This is an optimization exercise on Yosys and OpenROAD, whose aim is small area, a short achievable clock period and few clock cycles, not a production implementation.
The RTL was checked by simulation tests, not by an equivalence proof against the original design.
Power figures rest on the tool's default switching activity, not on a simulated workload.

<file path="design/flow/config.mk">
export PLATFORM = sky130hd
export DESIGN_NAME = spdy_fhd
export DESIGN_NICKNAME = spdy_fhd
export VERILOG_FILES = /design/flow/design.v
export SDC_FILE = /design/flow/constraint.sdc
export NUM_CORES = 4
export LEC_CHECK = 0
export ABC_CLOCK_PERIOD_IN_PS = 4000
export CAP_MARGIN = 35
export CORE_MARGIN = 2
export CORE_UTILIZATION = 60
export SETUP_SLACK_MARGIN = 4.0
export SLEW_MARGIN = 35
</file>
<file path="design/flow/constraint.sdc">
create_clock -name core_clock -period 10.0 [get_ports {clk}]
set_input_delay 2.0000 -clock core_clock [delete_from_list [all_inputs] [get_ports {clk}]]
set_output_delay 2.0000 -clock core_clock [all_outputs]
set_load 0.01 [all_outputs]
</file>
<file path="design/flow/design.v">
module spdy_fhd #(
    parameter [32:0] BUF_CAP  = 33'd4096,
    parameter [23:0] LEN_CAP  = 24'd2048,
    parameter integer PRI_BITS = 3,
    parameter [7:0]  SS_OFF   = 8'd10,
    parameter [7:0]  SR_OFF   = 8'd4,
    parameter [7:0]  HD_OFF   = 8'd4
) (
    input  wire        clk,
    input  wire        rst,
    input  wire        cmd_valid,
    output wire        cmd_ready,
    input  wire [7:0]  cmd_op,
    input  wire [31:0] cmd_arg,
    output reg         done,
    output reg         mem_en,
    output reg  [31:0] mem_addr,
    input  wire [7:0]  mem_rdata,
    input  wire [5:0]  reg_addr,
    output reg  [31:0] reg_rdata
);
    localparam [7:0] OP_TRYRD  = 8'h01, OP_SEEK   = 8'h06, OP_SETLIM = 8'h07,
                     OP_DECHDR = 8'h10, OP_CLSFY  = 8'h11, OP_XPAY   = 8'h12,
                     OP_SENTRY = 8'h13, OP_DECFRM = 8'h14;
    localparam [2:0] ST_OK = 3'd0, ST_SHORT = 3'd1, ST_MALFORMED = 3'd2,
                     ST_NOHDR = 3'd3, ST_RANGE = 3'd4, ST_BADCMD = 3'd5;
    localparam [3:0] K_DATA = 4'd0, K_SYN_STREAM = 4'd1, K_SYN_REPLY = 4'd2,
                     K_RST_STREAM = 4'd3, K_SETTINGS = 4'd4, K_PING = 4'd6,
                     K_HEADERS = 4'd8, K_UNKNOWN = 4'd15;
    localparam [2:0] M_RDU = 3'd0, M_HDR = 3'd1, M_FRM = 3'd2, M_PAY = 3'd3,
                     M_SE = 3'd4, M_FRM2 = 3'd5, M_SCNT = 3'd6;
    reg [12:0] pos;
    reg [2:0]  st;
    reg        val_ok;
    reg [31:0] val;
    reg        sl_ok;
    reg [12:0] sl_off, sl_len;
    reg        fr_init, fr_v, fr_ctrl;
    reg [30:0] fr_w;                  
    reg [7:0]  fr_flags;
    reg [23:0] fr_len;
    reg        pl_init;
    reg [3:0]  pl_kind;
    reg [31:0] pa;                    
    reg [31:0] pb;                    
    reg [2:0]  pri;
    reg [12:0] rest_off, rest_len;
    reg        se_ok;
    reg [63:0] se;                    
    reg        busy;
    reg [2:0]  mode;
    reg [3:0]  t;
    reg [1:0]  kq;                    
    reg        d8;                    
    reg [55:0] hb;                    
    function [3:0] classify;
        input        c;
        input [15:0] ty;
        begin
            if (!c)
                classify = K_DATA;
            else if (ty[15:4] == 12'd0 &&
                     (ty[3:0] == 4'd1 || ty[3:0] == 4'd2 || ty[3:0] == 4'd3 ||
                      ty[3:0] == 4'd4 || ty[3:0] == 4'd6 || ty[3:0] == 4'd8))
                classify = ty[3:0];
            else
                classify = K_UNKNOWN;
        end
    endfunction
    function [3:0] fix_size;
        input [3:0] k;
        begin
            case (k)
                K_SYN_STREAM: fix_size = SS_OFF[3:0];
                K_SYN_REPLY:  fix_size = SR_OFF[3:0];
                K_RST_STREAM: fix_size = 4'd8;
                K_SETTINGS:   fix_size = 4'd4;
                K_PING:       fix_size = 4'd4;
                K_HEADERS:    fix_size = HD_OFF[3:0];
                default:      fix_size = 4'd0;
            endcase
        end
    endfunction
    function [3:0] read_size;
        input [3:0] k;
        begin
            case (k)
                K_SYN_STREAM: read_size = 4'd9;
                K_RST_STREAM: read_size = 4'd8;
                K_SYN_REPLY, K_SETTINGS, K_PING, K_HEADERS: read_size = 4'd4;
                default:      read_size = 4'd0;
            endcase
        end
    endfunction
    wire [63:0] w64 = {hb, mem_rdata};
    wire [31:0] w32 = w64[31:0];
    reg  [12:0] av;
    wire [12:0] lim   = pos + av;
    wire [12:0] pos8  = pos + 13'd8;
    wire [12:0] am8   = av - 13'd8;
    wire        avnz  = (av != 13'd0);
    wire        av8   = (av[12:3] != 10'd0);
    wire        av9   = av8 && (av[12:4] != 9'd0 || av[2:0] != 3'd0);
    assign cmd_ready = !busy;
    wire acc = cmd_valid && !busy;
    wire m_rdu  = busy && (mode == M_RDU);
    wire m_hdr  = busy && (mode == M_HDR);
    wire m_frm  = busy && (mode == M_FRM);
    wire m_pay  = busy && (mode == M_PAY);
    wire m_se   = busy && (mode == M_SE);
    wire m_frm2 = busy && (mode == M_FRM2);
    wire m_scnt = busy && (mode == M_SCNT);
    reg  [3:0] fr_kind;
    wire        d8b   = busy && d8;
    wire [3:0]  pk    = m_scnt ? K_SETTINGS : fr_kind;
    wire [3:0]  prs   = read_size(pk);
    wire [12:0] plen  = m_scnt ? {1'b0, w64[43:32]} : fr_len[12:0];
    wire [12:0] p     = d8b ? pos8 : pos;
    wire [12:0] s8    = {1'b0, w32[8:0], 3'b100};          
    wire [12:0] fixp  = (pk == K_SETTINGS) ? s8 : {9'd0, fix_size(pk)};
    wire [13:0] rlen  = {1'b0, plen} - {1'b0, fixp};
    wire        cbad  = (w32[31:9] != 23'd0) || rlen[13];
    wire        pay_end = m_pay && (t == ((prs == 4'd0) ? 4'd1 : prs));
    wire        scnt_end = m_scnt && (t == 4'd7);
    wire        xp_short = (fr_len[23:13] != 11'd0) || dif[13];
    wire        xp_mal   = (fr_len[23:4] == 20'd0) && (fr_len[3:0] < fix_size(fr_kind));
    wire        xp_go    = fr_v && !xp_short && !xp_mal;
    wire        xp_rd    = (read_size(fr_kind) != 4'd0);
    wire        h_short  = (w64[23:12] != 12'd0) || dif[13];
    wire [3:0]  hk       = classify(w64[39], w64[23:8]);
    wire        h_mal    = (w64[63:44] == 20'd0) && (w64[43:40] < fix_size(hk));
    wire [13:0] se_room  = {1'b0, lim} - {1'b0, pb[12:0]};
    wire        se_okc   = (pl_kind == K_SETTINGS) && (cmd_arg[31:9] == 23'd0) &&
                           (cmd_arg[8:0] < pa[8:0]) && !se_room[13] &&
                           ({1'b0, cmd_arg[8:0]} < se_room[12:3]);
    wire        is_rdu   = (cmd_op >= 8'h02) && (cmd_op <= 8'h05);
    wire        rdu_ok   = !dif[13];
    wire        is_hdr = (cmd_op == OP_DECHDR || cmd_op == OP_DECFRM);
    wire        en0 = acc && (((is_rdu || cmd_op == OP_XPAY) && avnz) || (is_hdr && av8));
    wire        op_sk = !busy && !cmd_op[4] && cmd_op[2:0] == 3'd6;
    wire        op_sl = !busy && !cmd_op[4] && cmd_op[2:0] == 3'd7;
    wire        hi8   = busy && (mode == M_HDR || mode == M_FRM || mode == M_FRM2 || d8);
    reg  [12:0] y;
    always @(*) begin
        if (!busy)
            y = cmd_op[4] ? (cmd_op[0] ? {cmd_arg[9:0], 3'b000} : fr_len[12:0]) :
                (cmd_op[2:1] == 2'b01 || cmd_op[2:1] == 2'b10) ? {10'd0, cmd_op[2:0] - 3'd1} :
                cmd_arg[12:0];
        else case (mode)
            M_RDU:  y = {10'd0, kq} + 13'd1;
            M_HDR:  y = 13'd0;
            M_FRM:  y = {1'b0, w64[11:0]};
            M_FRM2: y = {1'b0, w64[51:40]};
            default: y = plen;
        endcase
    end
    wire [12:0] dif_a = op_sk ? lim : op_sl ? cmd_arg[12:0] : hi8 ? am8 : av;
    wire [12:0] dif_b = op_sl ? pos : y;
    wire [13:0] dif   = {1'b0, dif_a} - {1'b0, dif_b};
    wire        arg_hi    = (cmd_arg[31:13] != 19'd0);
    wire        tr_short  = arg_hi || dif[13];
    wire        seek_bad  = arg_hi || dif[13];
    wire        lim_bad   = arg_hi || dif[13] || (cmd_arg[12] && cmd_arg[11:0] != 12'd0);
    wire        hdrop = cmd_op[7:5] == 3'd0 && cmd_op[4] && !cmd_op[3] && cmd_op[1:0] == 2'd0;
    reg  [4:0]  off;
    always @(*) begin
        off = 5'd0;
        if (busy) case (mode)
            M_HDR, M_FRM, M_FRM2: off = t[3] ? 5'd8 : {2'b00, t[2:0] + 3'd5};
            M_PAY:  off = {1'b0, t} + {1'b0, d8, 3'b000};
            M_SCNT: off = {1'b0, t} + 5'd5;
            default: off = {1'b0, t};
        endcase
    end
    wire [12:0] a_b   = m_se ? se[12:0] : pos;
    wire [12:0] pos5  = pos + 13'd5;
    always @(*) begin
        mem_addr = {19'd0, (!busy && hdrop) ? pos5 : a_b + {8'd0, off}};
        if (!busy)
            mem_en = en0;
        else case (mode)
            M_RDU:  mem_en = (t[2:0] < {1'b0, kq} + 3'd1);
            M_HDR, M_FRM2, M_SE: mem_en = !t[3];
            M_FRM:  mem_en = !t[3] || av9;
            M_PAY:  mem_en = (t < prs);
            M_SCNT: mem_en = (t < 4'd7);
            default: mem_en = 1'b0;
        endcase
    end
    wire [12:0] pos_sum = (!busy && cmd_op[4] && cmd_op[0]) ? pb[12:0] + y : (hi8 ? pos8 : pos) + y;
    wire        x0   = acc && cmd_op == OP_XPAY && xp_go && !xp_rd;
    wire        pc   = x0 || ((pay_end || scnt_end) && !(pk == K_SETTINGS && cbad));
    wire        rdu_end = m_rdu && (t[2:0] == {1'b0, kq} + 3'd1);
    wire        pos_ld  = (acc && cmd_op == OP_TRYRD && !tr_short) || x0 || rdu_end ||
                          ((m_hdr || m_frm2) && t[3]) ||
                          (pay_end && !(pk == K_SETTINGS && cbad));
    wire        pos_sk  = acc && cmd_op == OP_SEEK && !seek_bad;
    wire        lim_ld  = acc && cmd_op == OP_SETLIM && !lim_bad;
    wire [12:0] pos_nx  = rst ? 13'd0 : pos_sk ? cmd_arg[12:0] : pos_ld ? pos_sum : pos;
    wire [12:0] av_nx   = rst ? 13'd0 : (pos_sk || pos_ld || lim_ld) ? dif[12:0] : av;
    always @(posedge clk) begin
        hb  <= {hb[47:0], mem_rdata};
        pos <= pos_nx;
        av  <= av_nx;
        if (rst) begin
            busy    <= 1'b0;
            done    <= 1'b0;
            mode    <= M_RDU;
            t       <= 4'd0;
            kq      <= 2'd0;
            d8      <= 1'b0;
            st      <= ST_OK;
            val_ok  <= 1'b0;
            sl_ok   <= 1'b0;
            fr_init <= 1'b0;
            fr_kind <= K_UNKNOWN;
            fr_v    <= 1'b0;
            pl_init <= 1'b0;
            pl_kind <= K_UNKNOWN;
            se_ok   <= 1'b0;
        end else begin
            done <= 1'b0;
            if (!busy) begin
                t  <= 4'd1;
                d8 <= 1'b0;
                if (cmd_valid) begin
                    st <= ST_OK;
                    case (cmd_op)
                    OP_TRYRD: begin
                        done <= 1'b1;
                        if (tr_short) st <= ST_SHORT;
                        else begin
                            sl_ok  <= 1'b1;
                            sl_off <= pos;
                            sl_len <= cmd_arg[12:0];
                        end
                    end
                    8'h02, 8'h03, 8'h04, 8'h05: begin
                        kq <= cmd_op[1:0] - 2'd2;
                        if (!rdu_ok) begin
                            st   <= ST_SHORT;
                            done <= 1'b1;
                        end else begin
                            busy <= 1'b1;
                            mode <= M_RDU;
                        end
                    end
                    OP_SEEK: begin
                        done <= 1'b1;
                        if (seek_bad) st <= ST_RANGE;
                    end
                    OP_SETLIM: begin
                        done <= 1'b1;
                        if (lim_bad) st <= ST_RANGE;
                    end
                    OP_CLSFY: begin
                        done   <= 1'b1;
                        val_ok <= 1'b1;
                        val    <= {28'd0, classify(cmd_arg[31], cmd_arg[15:0])};
                    end
                    OP_DECHDR, OP_DECFRM: begin
                        if (!av8) begin
                            st   <= ST_SHORT;
                            done <= 1'b1;
                        end else begin
                            busy <= 1'b1;
                            mode <= (cmd_op == OP_DECHDR) ? M_HDR : M_FRM;
                        end
                    end
                    OP_XPAY: begin
                        if (!fr_v) begin
                            st   <= ST_NOHDR;
                            done <= 1'b1;
                        end else if (xp_short) begin
                            st   <= ST_SHORT;
                            done <= 1'b1;
                        end else if (xp_mal) begin
                            st   <= ST_MALFORMED;
                            done <= 1'b1;
                        end else if (!xp_rd) begin
                            fr_v <= 1'b0;
                            done <= 1'b1;
                        end else begin
                            busy <= 1'b1;
                            mode <= M_PAY;
                        end
                    end
                    OP_SENTRY: begin
                        t <= 4'd0;
                        if (!se_okc) begin
                            st   <= ST_RANGE;
                            done <= 1'b1;
                        end else begin
                            se[12:0] <= pos_sum;
                            busy    <= 1'b1;
                            mode    <= M_SE;
                        end
                    end
                    default: begin
                        st   <= ST_BADCMD;
                        done <= 1'b1;
                    end
                    endcase
                end
            end else begin
                t <= t + 4'd1;
                case (mode)
                M_RDU: begin
                    if (t[2:0] == {1'b0, kq} + 3'd1) begin
                        val_ok <= 1'b1;
                        val    <= w32 & {{8{kq == 2'd3}}, {8{kq >= 2'd2}},
                                         {8{kq != 2'd0}}, 8'hff};
                        busy   <= 1'b0;
                        done   <= 1'b1;
                    end
                end
                M_HDR, M_FRM2: begin
                    if (t[3]) begin
                        fr_init  <= 1'b1;
                        fr_kind  <= hk;
                        fr_v     <= (mode == M_HDR);
                        fr_len   <= w64[63:40];
                        fr_ctrl  <= w64[39];
                        fr_w     <= w64[38:8];
                        fr_flags <= w64[7:0];
                        busy     <= 1'b0;
                        done     <= 1'b1;
                    end
                end
                M_FRM: begin
                    if (t == 4'd3 && h_short) begin
                        st   <= ST_SHORT;
                        busy <= 1'b0;
                        done <= 1'b1;
                    end
                    if (t[3]) begin
                        if (h_mal) begin
                            st   <= ST_MALFORMED;
                            busy <= 1'b0;
                            done <= 1'b1;
                        end else if (hk == K_SETTINGS) begin
                            d8   <= 1'b1;
                            mode <= M_SCNT;
                            t    <= 4'd0;
                        end else begin
                            fr_init  <= 1'b1;
                            fr_kind  <= hk;
                            fr_v     <= 1'b0;
                            fr_len   <= w64[63:40];
                            fr_ctrl  <= w64[39];
                            fr_w     <= w64[38:8];
                            fr_flags <= w64[7:0];
                            d8   <= 1'b1;
                            mode <= M_PAY;
                            t    <= 4'd1;
                        end
                    end
                end
                M_PAY: begin
                    if (t == 4'd4 && pk != K_SETTINGS)
                        pa <= {w32[31] & (pk == K_RST_STREAM || pk == K_PING), w32[30:0]};
                    if (t == 4'd8)
                        pb <= w32;
                    if (t == 4'd9)
                        pri <= w32[7:5];
                    if (pay_end) begin
                        busy <= 1'b0;
                        done <= 1'b1;
                        if (pk == K_SETTINGS && cbad)
                            st <= ST_MALFORMED;
                        else begin
                            fr_v <= 1'b0;
                        end
                    end
                end
                M_SCNT: begin
                    if (scnt_end) begin
                        if (cbad) begin
                            st   <= ST_MALFORMED;
                            busy <= 1'b0;
                            done <= 1'b1;
                        end else begin
                            d8   <= 1'b0;
                            mode <= M_FRM2;
                            t    <= 4'd0;
                        end
                    end
                end
                M_SE: begin
                    if (t[3]) begin
                        se_ok <= 1'b1;
                        se    <= w64;
                        busy  <= 1'b0;
                        done  <= 1'b1;
                    end
                end
                default: busy <= 1'b0;
                endcase
            end
            if (pc) begin
                pl_init  <= 1'b1;
                pl_kind  <= pk;
                rest_off <= p + fixp;
                rest_len <= plen - fixp;
                if (pk == K_SETTINGS) begin
                    pa <= w32;
                    pb <= {19'd0, p + 13'd4};
                end else if (read_size(pk) == 4'd0)
                    pa <= {1'b0, fr_w};
            end
        end
    end
    wire [63:0] ra;
    genvar gi;
    generate for (gi = 0; gi < 64; gi = gi + 1) begin : g_ra
        assign ra[gi] = (reg_addr == gi);
    end endgenerate
    wire fr_c = fr_init && fr_ctrl;
    wire fr_d = fr_init && !fr_ctrl;
    wire k_ss = (pl_kind == K_SYN_STREAM);
    wire k_rs = (pl_kind == K_RST_STREAM);
    wire k_st = (pl_kind == K_SETTINGS);
    wire k_pg = (pl_kind == K_PING);
    wire k_sid = (pl_kind == K_DATA) || k_ss || (pl_kind == K_SYN_REPLY) ||
                 k_rs || (pl_kind == K_HEADERS);
    wire fr_over = fr_init && ((fr_len[23:12] != 12'd0) ||
                               (fr_len[11] && fr_len[10:0] != 11'd0));
    wire s_pa = (ra[16] && k_sid) || (ra[20] && k_pg) || (ra[21] && k_st);
    wire s_pb = (ra[17] && k_ss) || (ra[19] && k_rs) || (ra[22] && k_st);
    wire [31:0] pb_r = {pb[31] & k_rs, pb[30:13], pb[12:0]};
    always @(*) begin
        reg_rdata =
            ({32{ra[0]}}  & {19'd0, pos}) |
            ({32{ra[1]}}  & {19'd0, lim}) |
            ({32{ra[2]}}  & {29'd0, st}) |
            ({32{ra[3]  && val_ok}} & val) |
            ({32{ra[4]  && sl_ok}}  & {19'd0, sl_off}) |
            ({32{ra[5]  && sl_ok}}  & {19'd0, sl_len}) |
            ({32{ra[6]}}  & {31'd0, fr_c}) |
            ({32{ra[7]  && fr_c}}   & {17'd0, fr_w[30:16]}) |
            ({32{ra[8]  && fr_c}}   & {16'd0, fr_w[15:0]}) |
            ({32{ra[9]  && fr_d}}   & {1'b0, fr_w}) |
            ({32{ra[10] && fr_init}} & {24'd0, fr_flags}) |
            ({32{ra[11] && fr_init}} & {8'd0, fr_len}) |
            ({32{ra[12]}} & {28'd0, fr_kind}) |
            ({32{ra[13]}} & {31'd0, fr_over}) |
            ({32{ra[14]}} & {31'd0, fr_v}) |
            ({32{ra[15]}} & {28'd0, pl_kind}) |
            ({32{s_pa}} & pa) |
            ({32{s_pb}} & pb_r) |
            ({32{ra[18] && k_ss}}   & {29'd0, pri}) |
            ({32{ra[23] && pl_init}} & {19'd0, rest_off}) |
            ({32{ra[24] && pl_init}} & {19'd0, rest_len}) |
            ({32{ra[25] && se_ok}}  & {24'd0, se[63:56]}) |
            ({32{ra[26] && se_ok}}  & {8'd0, se[55:32]}) |
            ({32{ra[27] && se_ok}}  & se[31:0]);
    end
endmodule
</file>
<file path="design/flow/run.sh">
#!/bin/bash
# synth_recipe.tcl (not shown) runs the flow's synth.tcl, then flattens the netlist and writes it again
# the make line also repeats each setting of config.mk as NAME=value (left out here)
make -C /OpenROAD-flow-scripts/flow DESIGN_CONFIG=/design/flow/config.mk WORK_HOME=/design/flow/orfs CLKGATE_MAP_FILE= SYNTH_SCRIPT=/design/flow/synth_recipe.tcl finish
</file>
==> run notes <==
-- critical path, cell delays in order --
cell and delay [ns]:
buf_6 0.14, nor4_4 0.08, nor4b_2 0.21, buf_4 0.19, a222oi_1 0.35, nand2_1 0.18, a221oi_4 0.26, nand4_1 0.23
a221o_1 0.33, buf_2 0.14
-- timing repair --
item	4_1_cts	5_1_grt
endpoints found under the setup margin	218	127
buffers inserted	47	16
resized for setup	289	119
cloned	6	2
hold buffers	0	0
pin swaps	35	40
-- sequential cells by signal (all words and copies together) (netlist names), 2 cells and up --
register,flops
pl_kind,4
pri,3
pb,32
av,13
val,32
rest_off,13
fr_kind,4
pos,13
fr_len,24
sl_off,13
se,64
kq,2
fr_flags,8
rest_len,13
hb,56
t,4
pa,32
st,3
mode,3
fr_w,31
sl_len,13
-- where the power goes --
part	switching, µW	internal (µW)
Combinational	203	121
Clock	731	938
Sequential	47.8	1760
Total	982	2810
-- worst max-delay path by stage --
stage	from	to	slack, ns	cells past startpoint
2_1_floorplan	cmd_op[2]	pos[3]	4.03	19
3_3_place_gp	cmd_op[2]	pa[9]	2.41	15
3_5_place_dp	cmd_op[4]	av[6]	2.31	14
4_1_cts	reg_addr[3]	reg_rdata[16]	3.89	11
5_1_grt	reg_addr[2]	reg_rdata[7]	3.86	11
6_report	reg_addr[3]	reg_rdata[1]	3.88	10
-- cell families (layout without fill, tap and decap cells) --
group | count (synthesis) | count (layout) | share of synthesized area, %
xor gates and xnor gates | 108 | 108 | 3.94
other | 1 | 21 | 0.0155
buffers and inverters | 244 | 412 | 4.48
muxes | 116 | 116 | 4.96
and+or+nand+nor | 841 | 843 | 16.5
AOI/OAI and AO/OA | 674 | 676 | 19.6
adders and majority gates | 124 | 124 | 6.60
DFF | 390 | 390 | 43.9
-- area by class of cell --
cell class	count	share of cell area, %
diodes	2	0.0172
clock buffers	52	3.85
clock inverters	26	1.13
inverters	90	1.21
multi-input cells	1886	47.1
flip-flops and latches	390	36.6
well taps	525	2.26
repair buffers	243	7.82
repair inverters	1	0.0172
-- through the flow --
stage	setup WS [ns]	hold WS (ns)	instance area [µm²]
detailed placement	2.31	0.395	25900
finish	3.88	0.425	29000
global route	3.86	0.431	29000
floorplan	4.03	0.354	24200
CTS	3.89	0.412	28500
global placement	2.41	0.383	25800
-- layout by cell type (no fill, tap or decap), drive strengths merged, types with 20 or more instances in the layout --
cell type,synthesis,layout
edfxtp,279,279
nor2,256,257
nand2,248,248
buf,62,150
o21ai,132,132
a21oi,127,127
ha,118,118
dfxtp,111,111
inv,89,86
mux2i,85,85
xnor2,79,79
nand3,74,74
a22oi,71,71
clkbuf,92,69
nor3,47,47
clkdlybuf4s50,0,41
a211oi,41,41
a222oi,40,40
nor4,33,33
and2,31,32
mux2,31,31
a21o,29,29
xor2,29,29
a221oi,29,29
and3,27,27
dlygate4sd2,0,24
a31oi,24,24
nor2b,24,24
o211ai,23,23
nand2b,23,23
nand4,22,22
o21a,20,21
o22ai,20,20
-- layer usage --
| layer | part of all wire [%] | global-route usage [%] |
|---|---|---|
| met1 | 33 | 61.5 |
| met2 | 41 | 72.2 |
| met3 | 18 | 22.2 |
| met4 | 8.8 | 33.6 |
| met5 | 0.031 | 0 |
==> results_dict.tcl <==
set metrics [dict create \
    cts-htree-levels 2 \
    route.antenna.remaining_nets 0 \
    required_ns 8.00 \
    gp_congestion 1.06 \
    numPortBuffers 104 \
    synth_largest_area_cell "edfxtp_1" \
    grt_pass1_wl_um 153000 \
    chipWidth_um 205 \
    share_of_the_clock_period_used_by_the_worst_path_after_layout_pct 61.2 \
    die_height_um 205 \
    holdPathStages 0 \
    initial_utilization_pct 60.8 \
    seq_area_frac_synth_pct 43.9 \
    tritoncts_clock_tree "done" \
    post_drt_wl_per_cell_um 33.8 \
    min_delay_worst_type "flip-flop to flip-flop" \
    layout-area-overhead-vs-synth_pct 20.0 \
    worst-setup-path-type "input pin to output pin" \
    tightestPinTransition_ns 1.02 \
    yosysWarningCount 1 \
    netlist.area_leader.share_pct 34.7 \
    rrSetupSlack_ns 4.28 \
    fill_cells 2749 \
    yosys.cell_types.count 101 \
    cts_buffers 42 \
    fin_util_pct 73.0 \
    synth_enable_flop_cells 279 \
    status "no timing/DRC/antenna violations" \
    pin_count 124 \
    drc_errors 0 \
    firstDrtPassIters 10 \
    final_cells 3215 \
    r2r_start "hb[4]" \
    finalWirelength_um 109000 \
    nNetsFinal 2835 \
    max-cap-violations 0 \
    power-per-cell-area_nw_per_um2 131 \
    syn_area_per_cell_um2 9.68 \
    period_minus_slack_ns 6.12 \
    fin_setup_tns_ns 0 \
    grt_util_all_layers_pct 50.5 \
    power.ir.vdd_worst_mv 0.112 \
    clk_pin_slew_ns 0.07 \
    grt_overflow_total 0 \
    fp.dieArea_um2 41900 \
    floorplan.core_area_um2 39700 \
    mappedNetlistArea_um2 24200 \
    synth-async-reset-ratio_pct 0 \
    clk-insertion-delay-late_ns 0.63 \
    drive_above_1_share_pct 17.9 \
    vias_per_inst 7.54 \
    timing.critical_path.arrival_ns 4.12 \
    ff2ff_path_depth 12 \
    yosys-top-cells-count "279 x edfxtp_1, 255 x nor2_1, 247 x nand2_1" \
    finalPower_uw 3800 \
    worst_setup_path_end_kind "output pin" \
    synth.top_cells.by_area "edfxtp_1 35%, dfxtp_1 9.2%, ha_1 6.1%" \
    holdPathEnd "hb[34]" \
    clock-sinks 390 \
    root_buffer "clkbuf_16" \
    grt_pass1_vias 22725 \
    fp-row-count 73 \
    final.setup_skew_ns 0.0643 \
    setup_repair_after_global_routing_missed_its_margin "yes" \
    fmax_mhz 163 \
    hold_viol_final 0 \
    multi_input_comb_area_um2 13700 \
    drt_first_iter_violations 4853 \
    maxSlewHeadroom_pct 31.0 \
    min-delay-start "hb[26]" \
    slew_viol_final 0 \
    startpoint_type "input pin" \
    dpl.cell_count 3062 \
    cts_max_path_buffers 3 \
    ys.flop_type "edfxtp_1" \
    register_area_um2 10600 \
    dr_total_vias 24231 \
    place.detailed.hpwl_um 73800 \
    maximum_fanout_along_the_worst_path 8 \
    postSynthRegisterBits 390 \
    r2r_end "fr_flags[6]" \
    initial_antenna_violation_count 5 \
    report.final.setup_viol 0 \
    synthesis.instances 2498 \
    yosys.cell_count.top_type "edfxtp_1" \
    power_leakage_uw 0.0112 \
    grt_max_degree 61 \
]
Testbench counts, summed over its fixed seeds: cycles 54,026.

-- afterwards: timing with drivers on the ports --
The flow's constraints put no driver on any port. The routed layout listed below was extracted and timed again, unchanged, in two steps. Step 1 assumes that a clkbuf_16 drives the clock port and a buf_2 every other input. Step 2 moves the port delays by t, midway between the first and last clock arrival at a register: inputs arrive t later, outputs are due t later. That takes back most of the time a late clock gives input paths. a / b / c = no drivers / after step 1 / after step 2; a / b = the first two.
t (ns): 0.652
slack for setup (ns): 3.875 / 3.789 / 3.371
slew at the worst register clock pin (ns): 0.07 / 0.07
After both steps this run still meets setup and hold. The setup slack of this run moves by -0.086 ns with the drivers and by -0.504 ns with both steps.
